What follows belongs to an exercise in optimizing a design on an open flow for small area, a short achievable clock period and few clock cycles; a production flow would make more cautious choices. The RTL was checked by simulation tests, not by an equivalence proof against the original design. Power is estimated from default activity; no workload was simulated.

### design/flow/design.v
module yuv_ct_num (
    input  wire [7:0]  r,
    input  wire [7:0]  g,
    input  wire [7:0]  b,
    output wire [14:0] ny,
    output wire [14:0] nu,
    output wire [17:0] nv
);
    wire signed [9:0]  R   = {2'b00, r};
    wire signed [9:0]  G   = {2'b00, g};
    wire signed [9:0]  B   = {2'b00, b};
    wire signed [9:0]  S   = R + G;
    wire signed [9:0]  D   = R - G;
    wire signed [9:0]  E   = B - G;
    wire signed [12:0] S5  = (S <<< 2) + S;
    wire signed [12:0] D5  = (D <<< 2) + D;
    wire signed [13:0] D9  = (D <<< 3) + D;
    wire signed [16:0] D65 = (D <<< 6) + D;
    wire signed [11:0] E3  = (E <<< 1) + E;
    wire signed [10:0] B3  = (B <<< 1) + B;
    wire signed [22:0] sy = (S <<< 9) - (S <<< 6) - S5 - (D9 <<< 4)
                          + (B <<< 7) - (B <<< 4) + (B <<< 1);
    wire signed [22:0] su = 23'sd128000 + (E <<< 9) - (E3 <<< 2) - (D5 <<< 5) - D9 - B;
    wire signed [22:0] sv = 23'sd1280000 + (D5 <<< 10) - (D65 <<< 1)
                          - (E3 <<< 8) - (E3 <<< 4) + (E3 <<< 1) - B3;
    assign ny = sy[17:3];
    assign nu = su[17:3];
    assign nv = sv[21:4];
endmodule
module yuv_ct_d125a #(parameter K = 2) (
    input  wire [14:0] n,
    output wire [14:0] p
);
    reg [7:0] rm;
    reg [6:0] t;
    reg [K-1:0] q;
    integer   i;
    always @(*) begin
        rm = {1'b0, n[14:8]};
        for (i = 7; i >= 8 - K; i = i - 1) begin
            rm       = {rm[6:0], n[i]};
            q[i-8+K] = rm[7] | (&rm[6:2] & (rm[1] | rm[0]));
            t        = rm[6:0] + 7'd3;           
            rm       = q[i-8+K] ? {1'b0, t} : rm;
        end
    end
    assign p = {q, rm[6:0], n[7-K:0]};
endmodule
module yuv_ct_d125b #(parameter K = 2) (
    input  wire [14:0] p,
    output reg  [7:0]  q
);
    reg [7:0] rm;
    reg [6:0] t;
    integer   i;
    always @(*) begin
        q[7:8-K] = p[14:15-K];
        rm = {1'b0, p[14-K:8-K]};
        for (i = 7 - K; i >= 0; i = i - 1) begin
            rm   = {rm[6:0], p[i]};
            q[i] = rm[7] | (&rm[6:2] & (rm[1] | rm[0]));
            t    = rm[6:0] + 7'd3;
            rm   = q[i] ? {1'b0, t} : rm;
        end
    end
endmodule
module yuv_ct_d625a #(parameter K = 2) (
    input  wire [17:0] n,
    output wire [17:0] p
);
    reg [10:0] rm;
    reg [11:0] t;
    reg [K-1:0] q;
    integer    i;
    always @(*) begin
        rm = {1'b0, n[17:8]};
        for (i = 7; i >= 8 - K; i = i - 1) begin
            rm       = {rm[9:0], n[i]};
            t        = {1'b0, rm} + 12'd1423;    
            q[i-8+K] = t[11];
            if (t[11]) rm = t[10:0];
        end
    end
    assign p = {q, rm[9:0], n[7-K:0]};
endmodule
module yuv_ct_d625b #(parameter K = 2) (
    input  wire [17:0] p,
    output reg  [7:0]  q
);
    reg [10:0] rm;
    reg [11:0] t;
    integer    i;
    always @(*) begin
        q[7:8-K] = p[17:18-K];
        rm = {1'b0, p[17-K:8-K]};
        for (i = 7 - K; i >= 0; i = i - 1) begin
            rm   = {rm[9:0], p[i]};
            t    = {1'b0, rm} + 12'd1423;
            q[i] = t[11];
            if (t[11]) rm = t[10:0];
        end
    end
endmodule
module yuv_encoder (
    input  wire        clk,
    input  wire        rst,
    input  wire        reg_we,
    input  wire [3:0]  reg_addr,
    input  wire [31:0] reg_wdata,
    output reg  [31:0] reg_rdata,
    output reg         mem_req,
    output reg         mem_we,
    output wire [31:0] mem_addr,
    output reg  [7:0]  mem_wdata,
    input  wire [7:0]  mem_rdata,
    input  wire        mem_ready
);
    localparam [31:0] ID_VALUE = 32'h59555601;
    localparam [4:0] S_IDLE = 5'd0,
                     S_MUL  = 5'd1,    
                     S_T1   = 5'd2,    
                     S_T2   = 5'd3,    
                     S_CMP  = 5'd4,    
                     S_GO   = 5'd5,    
                     S_CRD  = 5'd6,    
                     S_CWR  = 5'd7,    
                     S_BR   = 5'd8,    
                     S_BY   = 5'd9,    
                     S_BA   = 5'd10,   
                     S_TR   = 5'd11,   
                     S_TY   = 5'd12,   
                     S_TA   = 5'd13,   
                     S_U    = 5'd14,   
                     S_V    = 5'd15,   
                     S_CW0  = 5'd16,   
                     S_CPR  = 5'd17;   
    reg [31:0] variant_r, width_r, height_r, src_r, dst0_r, dst1_r, dst2_r;
    reg        st_busy, st_done, st_err;
    reg [2:0]  st_code;
    reg [1:0]  jvar;
    reg [4:0]  state;
    reg [30:0] jw;           
    reg [30:0] xc;           
    reg [30:0] yc;           
    reg [31:0] ps, pd0, pd1, pd2;
    reg [31:0] ma;           
    reg [4:0]  mi;
    reg        ovf;
    reg [3:0]  ck;
    reg        cf, rfail, ofail;
    reg [1:0]  bc;           
    reg        px;           
    reg [7:0]  rr, gr, br, a0, a1;
    reg [7:0]  y00, y01, y10, y11;   
    reg [9:0]  su, sv;
    reg        clru, clrv;           
    reg        pre;                  
    reg [14:0] nyr, nur;
    reg [17:0] nvr;
    reg        tf1, tf2, tf3;
    reg [1:0]  tg1, tg2;             
    wire alpha  = jvar[0];
    wire planar = jvar[1];
    wire        okdone = st_done & ~st_err;
    wire [1:0]  nout   = okdone ? (jvar[1] ? (jvar[0] ? 2'd3 : 2'd2) : 2'd1) : 2'd0;
    wire [11:0] kinds  = !okdone ? 12'h000 :
                         (jvar == 2'd0) ? 12'h001 :
                         (jvar == 2'd1) ? 12'h002 :
                         (jvar == 2'd2) ? 12'h043 : 12'h543;
    always @(*) begin
        case (reg_addr)
            4'd0:  reg_rdata = ID_VALUE;
            4'd2:  reg_rdata = {22'd0, nout, 1'b0, st_code, 1'b0, st_err, st_done, st_busy};
            4'd3:  reg_rdata = {20'd0, kinds};
            4'd4:  reg_rdata = variant_r;
            4'd5:  reg_rdata = width_r;
            4'd6:  reg_rdata = height_r;
            4'd7:  reg_rdata = src_r;
            4'd8:  reg_rdata = dst0_r;
            4'd9:  reg_rdata = dst1_r;
            4'd10: reg_rdata = dst2_r;
            default: reg_rdata = 32'd0;
        endcase
    end
    wire start_wr = reg_we && (reg_addr == 4'd1) && reg_wdata[0] && !st_busy;
    wire bad_dim  = width_r[31] || (width_r == 32'd0) || height_r[31] || (height_r == 32'd0);
    wire bad_var  = |variant_r[31:2];
    reg [4:0] hmsb;
    integer   hi;
    always @(*) begin
        hmsb = 5'd0;
        for (hi = 0; hi < 31; hi = hi + 1)
            if (height_r[hi]) hmsb = hi[4:0];
    end
    wire hasc1_c   = |xc[30:1];                         
    wire lastblk_c = !(|xc[30:2] || (xc[1] && xc[0]));  
    wire hasbot_c  = |yc[30:1];                         
    reg  hasc1, lastblk, hasbot;
    always @(posedge clk) begin
        hasc1   <= hasc1_c;
        lastblk <= lastblk_c;
        hasbot  <= hasbot_c;
    end
    wire ordt    = hasbot && lastblk;           
    wire [30:0] xc_dec = hasc1_c ? {xc[30:1] - 30'd1, xc[0]} : 31'd0;
    wire [30:0] yc_d   = yc - {29'd0, planar, !planar};
    wire [30:0] yc_p   = hasbot_c ? yc_d : 31'd0;
    wire        w_le2  = !(|jw[30:2] || (jw[1] && jw[0]));
    wire [30:0] yc_nb  = lastblk_c ? yc_p : yc;
    wire        nb_bot = |yc_nb[30:1];
    wire        nb_lst = lastblk_c ? w_le2 : !(|xc_dec[30:2] || (xc_dec[1] && xc_dec[0]));
    wire [4:0]  nb_seg = (nb_bot && !nb_lst) ? S_BR : S_TR;
    wire        j_bot  = |yc[30:1];
    wire [4:0]  j_seg  = !planar ? S_CRD : ((j_bot && !w_le2) ? S_BR : S_TR);
    wire [14:0] cny, cnu;
    wire [17:0] cnv;
    wire [7:0]  ty, tu, tv;
    wire [14:0] pny, pnu;
    wire [17:0] pnv;
    yuv_ct_num   ctn (.r(rr), .g(gr), .b(br), .ny(cny), .nu(cnu), .nv(cnv));
    yuv_ct_d125a cya (.n(cny), .p(pny));
    yuv_ct_d125a cua (.n(cnu), .p(pnu));
    yuv_ct_d625a cva (.n(cnv), .p(pnv));
    yuv_ct_d125b cyb (.p(nyr), .q(ty));
    yuv_ct_d625b cvb (.p(nvr), .q(tv));
    assign tu = ty;
    wire [1:0] ws  = planar ? ({1'b0, !hasc1} + {1'b0, !hasbot}) : (hasc1 ? 2'd1 : 2'd2);
    wire [9:0] tuw = {2'b00, tu} << ws;
    wire [9:0] tvw = {2'b00, tv} << ws;
    wire [9:0] su0 = clru ? 10'd0 : su;
    wire [9:0] sv0 = clrv ? 10'd0 : sv;
    wire [10:0] suq = {1'b0, su} + 11'd2;
    wire [10:0] svq = {1'b0, sv} + 11'd2;
    wire [7:0] uq = suq[9:2];
    wire [7:0] vq = svq[9:2];
    wire [7:0] y1e = hasc1 ? y01 : y00;
    wire [7:0] a1e = hasc1 ? a1 : a0;
    wire rd_seg  = (state == S_CRD) || (state == S_BR) || (state == S_TR);
    wire wr_seg  = (state == S_CWR) || (state == S_BY) || (state == S_BA) || (state == S_CW0) ||
                   (state == S_TY) || (state == S_TA) || (state == S_U) || (state == S_V);
    wire y_seg   = (state == S_BY) || (state == S_TY);
    wire lastb   = alpha ? (bc == 2'd3) : (bc == 2'd2);
    wire pxlast  = px || !hasc1;                
    wire seg_end = rd_seg ? (lastb && pxlast) :
                   (state == S_CWR) ? (bc == (alpha ? 2'd2 : 2'd3)) :
                   (state == S_U || state == S_V || state == S_CW0 || state == S_CPR) ? 1'b1 : pxlast;
    wire [1:0] wtag = (state == S_CWR) ? {1'b0, hasc1} : {state == S_BY, px && (state != S_CW0)};
    wire v_tf   = tf1 || tf2;            
    wire any_tf = tf1 || tf2 || tf3;     
    wire tag_tf = (tf1 && tg1 == wtag) || (tf2 && tg2 == wtag);
    reg stall;
    always @(*) begin
        stall = 1'b0;
        if (state == S_CWR)
            stall = alpha ? ((bc == 2'd1) ? v_tf : (bc != 2'd3) && any_tf)
                          : ((bc == 2'd2) ? any_tf : (bc == 2'd3) ? v_tf : tag_tf);
        else if (y_seg || state == S_CW0)
            stall = tag_tf;
        else if (state == S_U)
            stall = any_tf;
        else if (state == S_V)
            stall = v_tf;
    end
    always @(*) begin
        mem_req = (rd_seg || wr_seg || state == S_CPR) && !stall;
        mem_we  = wr_seg;
    end
    wire xfer = mem_req && mem_ready;
    assign mem_addr = ma;
    always @(*) begin
        case (state)
            S_CWR: begin
                if (!alpha)
                    case (bc)
                        2'd0: mem_wdata = y00;
                        2'd1: mem_wdata = y1e;
                        2'd2: mem_wdata = uq;
                        default: mem_wdata = vq;
                    endcase
                else
                    case (bc)
                        2'd0: mem_wdata = {y00[7:2], uq[7:6]};
                        2'd1: mem_wdata = {y1e[7:2], vq[7:6]};
                        2'd2: mem_wdata = {uq[5:2], vq[5:2]};
                        default: mem_wdata = {a0[7:4], a1e[7:4]};
                    endcase
            end
            S_CW0:      mem_wdata = y00;
            S_BY:       mem_wdata = px ? y11 : y10;
            S_TY:       mem_wdata = px ? y01 : y00;
            S_BA, S_TA: mem_wdata = px ? a1 : a0;
            S_U:        mem_wdata = uq;
            default:    mem_wdata = vq;
        endcase
    end
    reg [4:0] nseg;
    reg       blk_end;
    always @(*) begin
        nseg = S_IDLE;
        blk_end = 1'b0;
        case (state)
            S_CRD: nseg = alpha ? S_CWR : S_CW0;
            S_CW0: nseg = job_end_r ? S_CWR : S_CPR;
            S_CPR: nseg = S_CWR;
            S_CWR: blk_end = 1'b1;
            S_BR:  nseg = alpha ? S_BA : (ordt ? S_TY : S_TR);
            S_BA:  nseg = ordt ? S_TY : S_TR;
            S_TR:  nseg = alpha ? S_TA : (ordt ? S_BR : (hasbot ? S_BY : S_TY));
            S_TA:  nseg = ordt ? S_BR : (hasbot ? S_BY : S_TY);
            S_BY:  nseg = ordt ? S_U : S_TY;
            S_TY:  nseg = ordt ? S_BY : S_V;
            S_U:   if (ordt) nseg = S_V; else blk_end = 1'b1;
            S_V:   if (ordt) blk_end = 1'b1; else nseg = S_U;
            default: ;
        endcase
    end
    wire upd = ordt ? (state == S_BR || state == S_BY || state == S_BA || state == S_V)
                    : (state == S_TR || state == S_TY || state == S_TA || state == S_U);
    wire row_end  = lastblk;
    wire job_end  = lastblk_c && (planar ? !(|yc[30:2] || (yc[1] && yc[0])) : (yc == 31'd1));
    reg        job_end_r;
    reg  [4:0] nb_seg_r;
    always @(posedge clk) begin
        job_end_r <= job_end;
        nb_seg_r  <= nb_seg;
    end
    wire [4:0] next_unit = planar ? nb_seg_r : S_CRD;
    wire [3:0] ck_n = (state == S_CMP) ? ck + 4'd1 : 4'd0;
    reg  [1:0] ci, cj;
    always @(*) begin
        case (ck_n)
            4'd0:  begin ci = 2'd0; cj = 2'd1; end
            4'd1:  begin ci = 2'd1; cj = 2'd0; end
            4'd2:  begin ci = 2'd0; cj = 2'd2; end
            4'd3:  begin ci = 2'd2; cj = 2'd0; end
            4'd4:  begin ci = 2'd1; cj = 2'd2; end
            4'd5:  begin ci = 2'd2; cj = 2'd1; end
            4'd6:  begin ci = 2'd0; cj = 2'd3; end
            4'd7:  begin ci = 2'd3; cj = 2'd0; end
            4'd8:  begin ci = 2'd1; cj = 2'd3; end
            4'd9:  begin ci = 2'd3; cj = 2'd1; end
            4'd10: begin ci = 2'd2; cj = 2'd3; end
            default: begin ci = 2'd3; cj = 2'd2; end
        endcase
    end
    reg [3:0] csi, csj;
    always @(posedge clk) begin
        csi <= 4'b0001 << ci;
        csj <= 4'b0001 << cj;
    end
    wire ck_last = (ck == (alpha ? (planar ? 4'd11 : 4'd1) : (planar ? 4'd5 : 4'd1)));
    wire [31:0] base_j = ({32{csj[0]}} & ps) | ({32{csj[1]}} & pd0) |
                         ({32{csj[2]}} & pd1) | ({32{csj[3]}} & pd2);
    reg  [31:0] add_a;
    reg  [32:0] add_b;
    reg         add_c;
    reg  [4:0]  lseg;      
    always @(*) begin
        lseg = (state == S_GO) ? j_seg : (seg_end ? (blk_end ? next_unit : nseg) : S_CWR);
    end
    always @(*) begin
        add_a = 32'd0;
        add_b = 33'd0;
        add_c = 1'b0;
        case (state)
            S_MUL: begin
                add_a = {ma[30:0], 1'b0};
                add_b = yc[mi] ? {2'b00, jw} : 33'd0;
            end
            S_T1: begin
                add_a = ma;
                add_b = jw[0] ? {2'b00, yc} : 33'd0;
            end
            S_T2: begin
                add_a = ma;
                add_b = yc[0] ? {2'b00, jw} : 33'd0;
                add_c = jw[0] & yc[0];
            end
            S_CMP: begin
                add_a = ({32{csi[0]}} & ps) | ({32{csi[1]}} & pd0) |
                        ({32{csi[2]}} & pd1) | ({32{csi[3]}} & pd2);
                add_b = ({33{csi[0]}} & {xc, 2'b00}) |
                        ({33{csi[1]}} & (planar ? {2'b00, xc} : {ma, 1'b0})) |
                        ({33{csi[2]}} & {2'b00, ma[31:1]}) |
                        ({33{csi[3]}} & {2'b00, xc});
            end
            default: begin
                case (lseg)
                    S_BR:  begin add_a = ps;  add_b = {jw, 2'b00}; end
                    S_TR:  add_a = ps;
                    S_CRD: begin add_a = ps; add_c = pre; end
                    S_CPR: add_a = ps;
                    S_CW0: add_a = pd0;
                    S_BY:  begin add_a = pd0; add_b = {2'b00, jw}; end
                    S_TY:  add_a = pd0;
                    S_CWR: begin add_a = pd0; add_b = {31'd0, midld ? nbc : {alpha, 1'b1}}; end
                    S_BA:  begin add_a = pd2; add_b = {2'b00, jw}; end
                    S_TA:  add_a = pd2;
                    S_U:   add_a = pd1;
                    default: begin add_a = pd1; add_b = {3'b000, jw[30:1]}; add_c = jw[0]; end
                endcase
            end
        endcase
    end
    wire [33:0] sum = {2'b00, add_a} + {1'b0, add_b} + {33'd0, add_c};
    wire rng_ok = !sum[33] && (!sum[32] || (sum[31:0] == 32'd0));
    wire le_j   = (sum[33:32] == 2'b00) && (sum[31:0] <= base_j);
    wire        inc2   = rd_seg ? (bc == 2'd2 && !alpha) : (state == S_CWR && alpha && bc == 2'd2);
    wire        midld  = (state == S_CWR) && !seg_end;
    wire [1:0]  nbc    = !alpha ? bc + 2'd1 : (bc == 2'd3) ? 2'd1 : (bc == 2'd1) ? 2'd0 : 2'd2;
    wire [31:0] ma_inc = ma + {30'd0, inc2, !inc2};
    always @(posedge clk) begin
        br  <= mem_rdata;
        nyr <= tf2 ? nur : pny;
        nur <= pnu;
        nvr <= pnv;
    end
    always @(posedge clk) begin
        if (rst) begin
            variant_r <= 32'd0;
            width_r   <= 32'd0;
            height_r  <= 32'd0;
            src_r     <= 32'd0;
            dst0_r    <= 32'd0;
            dst1_r    <= 32'd0;
            dst2_r    <= 32'd0;
            st_busy   <= 1'b0;
            st_done   <= 1'b0;
            st_err    <= 1'b0;
            st_code   <= 3'd0;
            state     <= S_IDLE;
            tf1       <= 1'b0;
            tf2       <= 1'b0;
            tf3       <= 1'b0;
        end else begin
            if (reg_we) begin
                case (reg_addr)
                    4'd4:  variant_r <= reg_wdata;
                    4'd5:  width_r   <= reg_wdata;
                    4'd6:  height_r  <= reg_wdata;
                    4'd7:  src_r     <= reg_wdata;
                    4'd8:  dst0_r    <= reg_wdata;
                    4'd9:  dst1_r    <= reg_wdata;
                    4'd10: dst2_r    <= reg_wdata;
                    default: ;
                endcase
            end
            tf1 <= xfer && rd_seg && (bc == 2'd2);
            tg1 <= {state == S_BR, px};
            tf2 <= tf1;
            tf3 <= tf2;
            tg2 <= tg1;
            if (tf2) begin
                sv   <= sv0 + tvw;
                clrv <= 1'b0;
                case (tg2)
                    2'd0: y00 <= ty;
                    2'd1: y01 <= ty;
                    2'd2: y10 <= ty;
                    default: y11 <= ty;
                endcase
            end
            if (tf3) begin
                su   <= su0 + tuw;
                clru <= 1'b0;
            end
            case (state)
            S_IDLE: begin
                if (start_wr) begin
                    jw    <= width_r[30:0];
                    yc    <= height_r[30:0];
                    ps    <= src_r;
                    pd0   <= dst0_r;
                    pd1   <= dst1_r;
                    pd2   <= dst2_r;
                    jvar  <= variant_r[1:0];
                    ma    <= 32'd0;
                    ovf   <= 1'b0;
                    pre   <= 1'b0;
                    mi    <= hmsb;
                    if (bad_dim || bad_var) begin
                        st_busy <= 1'b0;
                        st_done <= 1'b1;
                        st_err  <= 1'b1;
                        st_code <= bad_dim ? 3'd1 : 3'd2;
                    end else begin
                        st_busy <= 1'b1;
                        st_done <= 1'b0;
                        st_err  <= 1'b0;
                        st_code <= 3'd0;
                        state   <= S_MUL;
                    end
                end
            end
            S_MUL: begin
                ma  <= sum[31:0];
                ovf <= ovf | ma[31] | sum[32];
                mi  <= mi - 5'd1;
                if (mi == 5'd0)
                    state <= S_T1;
            end
            S_T1: begin
                if (ovf || ma[31] || (ma[30] && |ma[29:0])) begin
                    st_busy <= 1'b0;
                    st_done <= 1'b1;
                    st_err  <= 1'b1;
                    st_code <= 3'd3;
                    state   <= S_IDLE;
                end else begin
                    xc    <= ma[30:0];
                    ma    <= sum[31:0];
                    ck    <= 4'd0;
                    rfail <= 1'b0;
                    ofail <= 1'b0;
                    state <= planar ? S_T2 : S_CMP;
                end
            end
            S_T2: begin
                ma    <= sum[31:0];
                state <= S_CMP;
            end
            S_CMP: begin
                ck <= ck + 4'd1;
                cf <= le_j;
                if (!rng_ok) rfail <= 1'b1;
                if (ck[0] && !(cf || le_j)) ofail <= 1'b1;
                if (ck_last)
                    state <= S_GO;
            end
            S_GO: if (rfail || ofail) begin
                st_busy <= 1'b0;
                st_done <= 1'b1;
                st_err  <= 1'b1;
                st_code <= rfail ? 3'd3 : 3'd4;
                state   <= S_IDLE;
            end else begin
                xc    <= jw;
                bc    <= 2'd0;
                px    <= 1'b0;
                clru  <= 1'b1;
                clrv  <= 1'b1;
                pre   <= 1'b0;
                ma    <= sum[31:0];
                state <= j_seg;
            end
            default: begin
                if (xfer) begin
                    if (state == S_CPR) begin
                        rr  <= mem_rdata;
                        pre <= 1'b1;
                    end
                    if (rd_seg) begin
                        case (bc)
                            2'd0: rr <= mem_rdata;
                            2'd1: gr <= mem_rdata;
                            2'd2: ;
                            default: if (px) a1 <= mem_rdata; else a0 <= mem_rdata;
                        endcase
                    end
                    if (midld) begin
                        ma <= sum[31:0];
                        bc <= nbc;
                    end else if (!seg_end) begin
                        ma <= ma_inc;
                        if (rd_seg) begin
                            if (lastb) begin
                                bc <= 2'd0;
                                px <= 1'b1;
                            end else
                                bc <= bc + 2'd1;
                        end else if (state == S_CWR)
                            bc <= bc + 2'd1;
                        else
                            px <= 1'b1;
                    end else begin
                        bc <= (nseg == S_CWR) ? (alpha ? 2'd3 : 2'd1) : 2'd0;
                        px <= 1'b0;
                        ma <= sum[31:0];
                        if (!planar) begin
                            if (state == S_CRD) ps  <= ma_inc;
                            if (state == S_CWR) pd0 <= ma_inc;
                        end else if (upd) begin
                            case (state)
                                S_BR, S_TR: ps  <= ma_inc;
                                S_BY, S_TY: pd0 <= ma_inc;
                                S_BA, S_TA: pd2 <= ma_inc;
                                default:    pd1 <= ma_inc;
                            endcase
                        end
                        if (blk_end) begin
                            clru <= 1'b1;
                            clrv <= 1'b1;
                            pre <= 1'b0;
                            if (!planar && pre) bc <= 2'd1;
                            xc  <= row_end ? jw : xc_dec;
                            if (row_end)
                                yc <= yc_p | (planar ? 31'd0 : yc_d);
                            if (job_end_r) begin
                                st_busy <= 1'b0;
                                st_done <= 1'b1;
                                state   <= S_IDLE;
                            end else
                                state <= next_unit;
                        end else
                            state <= nseg;
                    end
                end
            end
            endcase
        end
    end
endmodule
### design/flow/flow/run.sh
#!/bin/bash
# Layout: the standard flow (standard.sh, all steps unchanged), except that
# the buffers that placement puts on every input and output port are
# sky130_fd_sc_hd__buf_4 instead of the resizer's default choice.
# The whole output of the standard flow goes to standard.log in this folder.
set -o pipefail
export BUFFER_PORTS_ARGS="-buffer_cell sky130_fd_sc_hd__buf_4"
bash standard.sh > standard.log 2>&1
### design/flow/standard.sh
#!/bin/bash
# synth_recipe.tcl (not shown) runs the flow's synth.tcl, then flattens the netlist and writes it again
# the make line also repeats each setting of config.mk as NAME=value (left out here)
make -C /OpenROAD-flow-scripts/flow DESIGN_CONFIG=/design/flow/config.mk WORK_HOME=/design/flow/orfs CLKGATE_MAP_FILE= SYNTH_SCRIPT=/design/flow/synth_recipe.tcl "${@:-finish}"
### design/flow/config.mk
export PLATFORM = sky130hd
export DESIGN_NAME = yuv_encoder
export DESIGN_NICKNAME = yuv_encoder
export VERILOG_FILES = /design/flow/design.v
export SDC_FILE = /design/flow/constraint.sdc
export NUM_CORES = 4
export LEC_CHECK = 0
export CAP_MARGIN = 20
export CORE_MARGIN = 2
export CORE_UTILIZATION = 50
export SLEW_MARGIN = 60
### design/flow/constraint.sdc
create_clock -name core_clock -period 25.0 [get_ports {clk}]
set_input_delay 5.0000 -clock core_clock [delete_from_list [all_inputs] [get_ports {clk}]]
set_output_delay 5.0000 -clock core_clock [all_outputs]
set_load 0.01 [all_outputs]
==> notes.md <==
result of the run timing/DRC/antenna clean; clk_skew ~0.053 ns; asr flop ratio synth 0; worst setup path endpoint reg_rdata[10]; Post-Synthesis Mean Instance Area 8.576 um^2; Slew Viols, Final 0; Die Footprint 105400 um^2; Yosys cell types between 100 and 150; cell area after synthesis 51420 um^2; actual transition at the worst max-transition pin approximately 0.68 ns; antenna violations before repair 13; number of hold buffers added after cts 0; standard cell core area roughly 100000 um^2; Critical Setup Path Class in -> out; drt first-iter violations roughly 8300; utilization of the core after routing 0.5622; Detailed Route WL between 200000 and 250000 um; cells traversed along the worst timing path buf_4, nand2b_1, nor2_2, buf_4, a22o_1, a221oi_1, nand4_1, buf_4; origin of the worst setup path reg_addr[0]; met3 Use GR 0.1252; clk sinks about 670; net count after synthesis ~6500; maximum ir drop on the vdd rail between 0.0003 and 0.0004 V; Leakage between 20 and 25 nW; endpoint required time on the critical path roughly 20 ns; upper clock frequency limit ~84 MHz; Net Sw Frac 0.4744; power share of the combinational group 0.680; Row Count around 120; Initial DRT Pass Iterations 10; commonest cells after routing, fill and taps aside nand2_1, a21oi_1, inv_1, edfxtp_1, nor2_1; Register-to-Register Path Depth 42; fraction of the cycle the final worst path needs 0.4773; global routing usage on met1 0.5786; critical path peak fanout 21; share of final-layout standard cells stronger than drive strength 1 0.1073; setup bufs post-CTS 0; buffer cell driving the clock tree root clkbuf_16; via count of the first global-routing pass roughly 44000; class of the tightest hold or removal check reg -> reg; endpoint of the most critical register-to-register path ofail; clock-pin slew reported for the worst setup and hold paths after clock tree synthesis about 0.060 ns; number of gates resized after CTS 0; met2 Resource Use GR 0.4790; sort of element at the start of the critical path input pin; crit-path max cell delay between 0.4 and 0.5 ns; flop and latch count out of synthesis between 600 and 700; unrepaired setup endpoints after global routing false; x dimension of the die between 300 and 400 um; summed negative setup slack over all endpoints 0 ns; internal portion of total power 4.231 mW; clock network fraction of total power 0.146; largest net degree at the start of global routing 81; # fillers between 9000 and 10000; detail-routed net length per standard cell ~27 um; setup slack at placement 13.11 ns; Final Net Count 6469; Slew headroom 0.5459; starting density of the core 0.5047; I/O pin total 122; sequential share of the synthesized area 0.3309; clock tree from TritonCTS built; buffers from clock root to sink, at most 3; NetSw approximately 3.8 mW; post-layout minimum cycle time around 12 ns; PortBufs roughly 120; Synth Warn # 5; least setup slack across all paths after layout approximately 13 ns; total vias in the final route about 49000; number of routed nets with antenna violations 0; Max Cap Viol 0; Power Total 8.050 mW; endpoint class of the critical path output port; die height about 320 um; wire length of the first global-routing pass just under 300000 um; Overflow after GRT 0; dominant register cell in the synthesized netlist edfxtp_1; highest-delay cell along the critical path nor2_2; most common library cell in the layout ignoring fill and taps nand2_1; CP most frequent cell buf_4; insertion delay of the later-clocked pin in the worst-skew pair slightly above 0.7 ns; sequential fraction of design power 0.174; H-tree depth reported by CTS 3; synth-to-layout area growth 11.39%; Remaining DRCs 0; All-Layer GR Usage 0.3729; drt via density 6.568; Post-synth EDFFs between 300 and 400; grt peak-use layer met1; worst-case register-to-register setup slack 13.52 ns; Final Hold Violating Endpoints 0; data arrival at the endpoint of the critical path approximately 6.9 ns; Final setup violation count 0; Power per Cell Area approximately 140 nW/um^2; CTS Buf Count 78; source of the worst register-to-register timing path yc[17]; detailed-placement wirelength estimate ~150000 um; routability-driven placement congestion ratio ~1.0; number of instances in the synthesized netlist 5996
[layout make-up]
cell class / count / area, um^2 / area share
clock inverter: 40 / 430.4 / 0.007515
clock buffer: 102 / 2197 / 0.03836
antenna: 1 / 2.502 / 0.00004369
timing repair buffer: 261 / 2074 / 0.03622
sequential: 669 / 17030 / 0.2973
inverter: 420 / 1577 / 0.02752
tap: 1368 / 1712 / 0.02988
multi-input combinational: 4546 / 32250 / 0.5631
[critical path: cells and delay by family]
family / cells / cell delay [ns]
simple gates: 3 / 0.95
buf+inv: 3 / 0.74
compound gates: 2 / 0.22
[synthesized netlist by cell type (12+ instances only)]
library cell  instances  area share
nor4_1               71      0.0086
edfxtp_1            362        0.21
nor4b_1              12      0.0020
or2_2                19      0.0023
o21ai_0             203       0.020
a22oi_1             146       0.021
and3_1               34      0.0041
nor2b_1              52      0.0063
nand2_1             831       0.061
o21a_1              127       0.019
o31ai_1              26      0.0038
mux2_2               41      0.0090
a221oi_1             74       0.013
mux2i_1              73       0.014
a21oi_1             598       0.058
o211ai_1             22      0.0032
nand4_1              49      0.0060
o22ai_1              34      0.0041
a22o_1               52      0.0089
a21o_1               73       0.011
a221o_1              51      0.0099
and2_1               34      0.0041
dfxtp_1             307        0.12
inv_1               418       0.031
buf_1                16      0.0012
xor2_1               99       0.017
nand2b_1             47      0.0057
fa_1                118       0.046
clkbuf_1            337       0.025
or3_1                21      0.0026
nor2_1              364       0.027
a211oi_1             25      0.0036
xnor2_1             203       0.035
o21ai_1              18      0.0018
a222oi_1            103       0.020
or4_1                16      0.0023
nand3_1             119       0.012
ha_1                327       0.080
nor3_1              117       0.011
a31oi_1              71      0.0086
o21bai_1             57      0.0083
[how the worst min path moves through the flow]
stage,from,cells after the start,endpoint
final,nur[5],2,nyr[5]
after global routing,nur[2],2,nyr[2]
after CTS,nur[2],2,nyr[2]
after detailed placement,nur[2],2,nyr[2]
after global placement,nur[2],2,nyr[2]
after floorplan,nur[10],1,nyr[10]
[metrics by stage]
step / area (um^2) / hold WS [ns] / cells
global route: 57270 / 0.4682 / 7406
finish: 57280 / 0.4496 / 7407
floorplan: 51420 / 0.4052 / 5996
CTS: 57090 / 0.4552 / 7400
global placement: 53580 / 0.4220 / 7221
detailed placement: 54470 / 0.4222 / 7258
[per-layer routing]
metal | wire, um | vias up
met5 | 182 | -
met3 | 30900 | 403
met2 | 75430 | 3257
met1 | 89620 | 23110
li1 | - | 21880
met4 | 6145 | 12
[sequential cells by signal (all words and copies together), names as in the netlist, 18 cells and up]
name	flops
src_r	32
variant_r	32
dst1_r	32
pd0	32
pd1	32
ps	32
pd2	32
dst0_r	32
height_r	32
jw	31
nvr	18
dst2_r	32
width_r	32
ma	32
yc	31
xc	31
[cell families after synthesis]
logic type,Yosys count,share of synthesized area
compound gates,1835,0.2426
flops,669,0.3309
fa+ha+maj,445,0.1255
mux,125,0.02764
xor+xnor,305,0.05261
buf+inv,781,0.05784
simple gates,1836,0.1629
[power groups by stage]
stage	clock, mW	combinational [mW]	sequential (mW)
5_1_grt	1.22	6.14	1.40
2_1_floorplan	0	4.28	1.37
6_report	1.18	5.47	1.40
3_3_place_gp	0	5.17	1.42
3_5_place_dp	0	5.37	1.42
4_1_cts	1.19	5.41	1.39
Testbench counts, summed over its fixed seeds: cycles 151,768.

-- separate check: timing with driven ports --
In the flow no input, the clock included, has a driving cell. The finished layout below was timed again as built, in two steps. Step 1 sets driving cells, clkbuf_16 on the clock port and buf_2 on the other inputs (assumed; they add their load-dependent delay and slew). Step 2 moves the port delays by t, midway between the first and last clock arrival at a register: inputs arrive t later, outputs are due t later. That takes back most of the time a late clock gives input paths. Three values: ideal ports, drivers, drivers and shift; two values: the first two.
shift t [ns]: 0.757
setup WS [ns]: 13.069 / 13.037 / 13.037
worst register clock-pin slew, ns: 0.07 / 0.07
After both steps this run still meets setup and hold. For this run, drivers alone change the setup slack by -0.032 ns; drivers and shift together by -0.032 ns.
